Background: an optimization exercise with open tools, aiming at small area, a short achievable clock period and few clock cycles. Do not read the settings as production practice.
Power figures rest on the tool's default switching activity, not on a simulated workload.

==> inputs of build 16 <==
## msr_ring
module msr_ring (
    input  wire        clk,
    input  wire        rst,
    input  wire        cmd_valid,
    output wire        cmd_ready,
    input  wire [1:0]  cmd_op,
    input  wire [15:0] cmd_arg,
    output reg         rsp_valid,
    output reg  [15:0] rsp_data
);
==> module msr_ring, before the edit <==
module msr_ring (
    input  wire        clk,
    input  wire        rst,
    input  wire        cmd_valid,
    output wire        cmd_ready,
    input  wire [1:0]  cmd_op,
    input  wire [15:0] cmd_arg,
    output reg         rsp_valid,
    output reg  [15:0] rsp_data
);
    localparam RING_CAP = 32;
    localparam R        = 2;             
    localparam NSTEP    = 16 / R;
    localparam OP_PUSH  = 2'd0;
    localparam OP_AVG   = 2'd1;
    localparam OP_SLOT  = 2'd2;
    localparam OP_CUR   = 2'd3;
    reg [15:0]   sr [0:RING_CAP-1];      
    reg [4:0]    cur;
    reg          full;                   
    reg [20:0]   sum;                    
    reg          v1;
    reg [1:0]    op1;
    reg [15:0]   arg1;
    reg          ready;
    assign cmd_ready = ready;
    wire accept = cmd_valid & ready & ~rst;
    reg          busy;
    reg [4:0]    rem;
    reg [2:0]    step;
    integer i;
    wire push = v1 & (op1 == OP_PUSH) & (arg1 != 16'd0);
    wire [4:0]  pos      = cur + ~arg1[4:0];             
    wire        slot_ok  = full | (arg1[4:0] < cur);
    wire [15:0] slot_val = slot_ok ? sr[pos] : 16'd0;
    wire [15:0] old = full ? sr[RING_CAP-1] : 16'd0;
    wire [4:0]  cur_nx  = cur + {4'd0, push};
    wire        full_nx = full | (push & (cur == 5'd31));
    wire [20:0] sum_nx  = push ? sum + {5'd0, arg1} - {5'd0, old} : sum;
    wire [15:0] dsrc = (step == 3'd0) ? sum[15:0] : rsp_data;
    wire [4:0]  drem_w [0:R];
    wire [15:0] dquo_w [0:R];
    assign drem_w[0] = rem;
    assign dquo_w[0] = dsrc;
    genvar g;
    generate
        for (g = 0; g < R; g = g + 1) begin : dstep
            wire [5:0] t  = {drem_w[g], dquo_w[g][15]};
            wire       ge = t >= {1'b0, cur};
            assign drem_w[g+1] = ge ? t[4:0] - cur : t[4:0];
            assign dquo_w[g+1] = {dquo_w[g][14:0], ge};
        end
    endgenerate
    wire [4:0]  drem = drem_w[R];
    wire [15:0] dquo = dquo_w[R];
    always @(posedge clk) begin
        if (push) begin
            for (i = RING_CAP - 1; i > 0; i = i - 1)
                sr[i] <= sr[i-1];
            sr[0] <= arg1;
        end
    end
    wire start_div = accept & (cmd_op == OP_AVG) & ~full_nx & (cur_nx != 5'd0);
    always @(posedge clk) begin
        arg1 <= cmd_arg;
        op1  <= cmd_op;
        if (start_div)
            rem <= sum_nx[20:16];
        else if (busy)
            rem <= drem;
        if (start_div)
            step <= 3'd0;
        else
            step <= step + 3'd1;
        if (busy)
            rsp_data <= dquo;
        else if (v1)
            case (op1)
                OP_PUSH: rsp_data <= 16'd0;
                OP_AVG:  rsp_data <= full ? sum[20:5] : 16'd0;
                OP_SLOT: rsp_data <= slot_val;
                default: rsp_data <= {11'd0, cur};
            endcase
        if (rst) begin
            v1        <= 1'b0;
            ready     <= 1'b1;
            cur       <= 5'd0;
            full      <= 1'b0;
            sum       <= 21'd0;
            busy      <= 1'b0;
            rsp_valid <= 1'b0;
        end else begin
            v1   <= accept;
            cur  <= cur_nx;
            full <= full_nx;
            sum  <= sum_nx;
            if (busy && step == NSTEP - 2)
                ready <= 1'b1;
            if (busy && step == NSTEP - 1)
                busy <= 1'b0;
            if (start_div) begin
                busy  <= 1'b1;
                ready <= 1'b0;
            end
            rsp_valid <= busy ? (step == NSTEP - 1) : v1;
        end
    end
endmodule
clock: 8.0 ns
lec_check: 0
abc_clock_period_in_ps: 3000
cap_margin: 20
core_margin: 2
core_utilization: 40
setup_slack_margin: 5
slew_margin: 20
run.sh (not shown) runs the stock make flow with config.mk's settings and CLKGATE_MAP_FILE= SYNTH_SCRIPT=/design/flow/synth_recipe.tcl, a recipe that flattens the netlist after the stock synthesis.
==> build 88 (differences from build 16) <==
==> flow/design.v (replaced) <==
module msr_ring (
    input  wire        clk,
    input  wire        rst,
    input  wire        cmd_valid,
    output wire        cmd_ready,
    input  wire [1:0]  cmd_op,
    input  wire [15:0] cmd_arg,
    output reg         rsp_valid,
    output reg  [15:0] rsp_data
);
    localparam RING_CAP = 32;
    localparam R        = 2;             
    localparam NSTEP    = 16 / R;
    localparam OP_PUSH  = 2'd0;
    localparam OP_AVG   = 2'd1;
    localparam OP_SLOT  = 2'd2;
    localparam OP_CUR   = 2'd3;
    reg [15:0]   sr [0:RING_CAP-1];      
    reg [4:0]    cur;
    reg          full;                   
    reg [20:0]   sum;                    
    reg          v1;
    reg [1:0]    op1;
    reg [15:0]   arg1;
    reg          push;                   
    reg          ready;
    assign cmd_ready = ready;
    wire accept = cmd_valid & ready & ~rst;
    reg          busy;
    reg [4:0]    rem;
    reg [2:0]    step;
    reg [6:0]    cur3;                   
    integer i;
    wire [4:0]  cur_nx  = cur + {4'd0, push};
    wire        full_nx = full | (push & (cur == 5'd31));
    reg  [3:0]  pos_lo;
    reg  [7:0]  pos_hi;
    wire [4:0]  pos_nx = cur_nx + ~cmd_arg[4:0];
    reg  [15:0] slot_val;
    integer j, k;
    always @* begin
        slot_val = 16'd0;
        for (j = 0; j < 8; j = j + 1)
            for (k = 0; k < 4; k = k + 1)
                slot_val = slot_val | ({16{pos_hi[j] & pos_lo[k]}} & sr[4*j+k]);
    end
    reg  [16:0] delta;
    wire [20:0] sum_nx  = push ? sum + {{4{delta[16]}}, delta} : sum;
    wire [15:0] old_p   = (full | (cur == 5'd31)) ? sr[RING_CAP-2] : 16'd0;
    wire [15:0] old_n   = full ? sr[RING_CAP-1] : 16'd0;
    wire [16:0] delta_p = {1'b0, cmd_arg} - {1'b0, old_p};
    wire [16:0] delta_n = {1'b0, cmd_arg} - {1'b0, old_n};
    wire [6:0]  t  = {rem, sum[15:14]};
    wire [7:0]  e1 = {1'b0, t} - {3'b0, cur};
    wire [7:0]  e2 = {1'b0, t} - {2'b0, cur, 1'b0};
    wire [7:0]  e3 = {1'b0, t} - {1'b0, cur3};
    wire        g1 = ~e1[7];
    wire        g2 = ~e2[7];
    wire        g3 = ~e3[7];
    wire [4:0]  drem = g3 ? e3[4:0] : g2 ? e2[4:0] : g1 ? e1[4:0] : t[4:0];
    wire [1:0]  dq   = {g2, g3 | (g1 & ~g2)};
    always @(posedge clk) begin
        if (push) begin
            for (i = RING_CAP - 1; i > 0; i = i - 1)
                sr[i] <= sr[i-1];
            sr[0] <= arg1;
        end
    end
    wire start_div = accept & (cmd_op == OP_AVG) & ~full_nx & (cur_nx != 5'd0);
    always @(posedge clk) begin
        arg1 <= cmd_arg;
        delta <= push ? delta_p : delta_n;
        pos_lo  <= 4'd1 << pos_nx[1:0];
        pos_hi  <= (full_nx | (cmd_arg[4:0] < cur_nx)) ? 8'd1 << pos_nx[4:2] : 8'd0;
        op1  <= cmd_op;
        rem  <= start_div ? sum_nx[20:16] : drem;
        step <= start_div ? 3'd0 : step + 3'd1;
        if (busy)
            rsp_data <= {rsp_data[15-R:0], dq};
        else
            case (op1)
                OP_PUSH: rsp_data <= 16'd0;
                OP_AVG:  rsp_data <= sum[20:5];      
                OP_SLOT: rsp_data <= slot_val;
                default: rsp_data <= {11'd0, cur};
            endcase
        if (rst) begin
            v1        <= 1'b0;
            push      <= 1'b0;
            ready     <= 1'b1;
            cur       <= 5'd0;
            cur3      <= 7'd0;
            full      <= 1'b0;
            sum       <= 21'd0;
            busy      <= 1'b0;
            rsp_valid <= 1'b0;
        end else begin
            v1   <= accept;
            push <= accept & (cmd_op == OP_PUSH) & (cmd_arg != 16'd0);
            cur  <= cur_nx;
            if (push)
                cur3 <= cur3 + 7'd3;
            full <= full_nx;
            if (busy)
                sum <= {sum[20:16], sum[15-R:0], sum[15:16-R]};
            else
                sum <= sum_nx;
            if (busy && step == NSTEP - 2)
                ready <= 1'b1;
            if (busy && step == NSTEP - 1)
                busy <= 1'b0;
            if (start_div) begin
                busy  <= 1'b1;
                ready <= 1'b0;
            end
            rsp_valid <= busy ? (step == NSTEP - 1) : v1;
        end
    end
endmodule
==> flow/flow/run.sh (new file) <==
#!/bin/bash
# Layout flow: the standard flow (standard synthesis included), with the
# port buffers made plain buffers (buf_4) instead of the delay cells that
# buffer_ports otherwise picks. Each step's log stays in orfs/logs; make's
# own output goes to make_flow.log here.
set -euo pipefail
export BUFFER_PORTS_ARGS="-buffer_cell sky130_fd_sc_hd__buf_4"
bash standard.sh > make_flow.log 2>&1
==> flow/standard.sh (new file) <==
#!/bin/bash
# synth_recipe.tcl (not shown) runs the flow's synth.tcl, then flattens the netlist and writes it again
# the make line also repeats each setting of config.mk as NAME=value (left out here)
make -C /OpenROAD-flow-scripts/flow DESIGN_CONFIG=/design/flow/config.mk WORK_HOME=/design/flow/orfs CLKGATE_MAP_FILE= SYNTH_SCRIPT=/design/flow/synth_recipe.tcl "${@:-finish}"
- CTS_CLUSTER_DIAMETER: default -> 80
- CTS_CLUSTER_SIZE: default -> 20
removed: flow/run.sh
==> qor summary <==
item                                                       build 88  build 16
Clock tree cell share of total cell area                     0.0396    0.0588
Sort of element at the start of the critical path        input port      flop
Combinational power                                        0.642 mW  0.905 mW
Number of flops mapped to enable cells by yosys                 512       533
Number of buffers outside the clock class in the layout          75       340
Fin cells                                                      2654      2932
Register bit count reported by yosys                            622       585
Initial antenna violation count                                   1         7
Data arrival time at the worst-slack endpoint               3.46 ns   4.43 ns
Clock sink count                                                622       585
Slew margin rel.                                              0.292     0.212
Synthesized instance count                                     1776      1764
Setup slack, reg-to-reg                                     5.05 ns   3.95 ns
Tap Count                                                       837       790
Flop+latch power                                            3.65 mW   3.44 mW
Status                                     timing/DRC/antenna clean  timing/DRC/antenna clean
Routed wire length on met3                                  4.38 mm   13.9 mm
Cts repair resizes                                               13       180
Post-synthesis compound-gate area fraction                    0.149     0.139
No functional check of the RTL was part of any run of this note.

## static timing again, ports no longer ideal
The results above use ideal ports. As a check the final layouts listed here were re-extracted and re-timed, cells and wires unchanged. Step 1 sets driving cells, clkbuf_16 on the clock port and buf_2 on the other inputs (assumed; they add their load-dependent delay and slew). Step 2 also shifts input and output timing later by t, the mid clock arrival at the registers, as if the neighbouring blocks saw the same clock. a / b / c = ideal ports / drivers / drivers and shift; a / b = the first two.
| run | shift t [ns] | setup slack, ns | cell pins on the clock port's net |
|---|---|---|---|
| build 16 | 0.692 | 3.945 / 3.945 / 3.945 | 1 |
| build 88 | 0.632 | 4.994 / 5.018 / 4.386 | 1 |
After both steps every run listed still meets setup and hold. The setup slack of build 88, which loses most, moves by +0.024 ns with the drivers and by -0.608 ns with both steps.
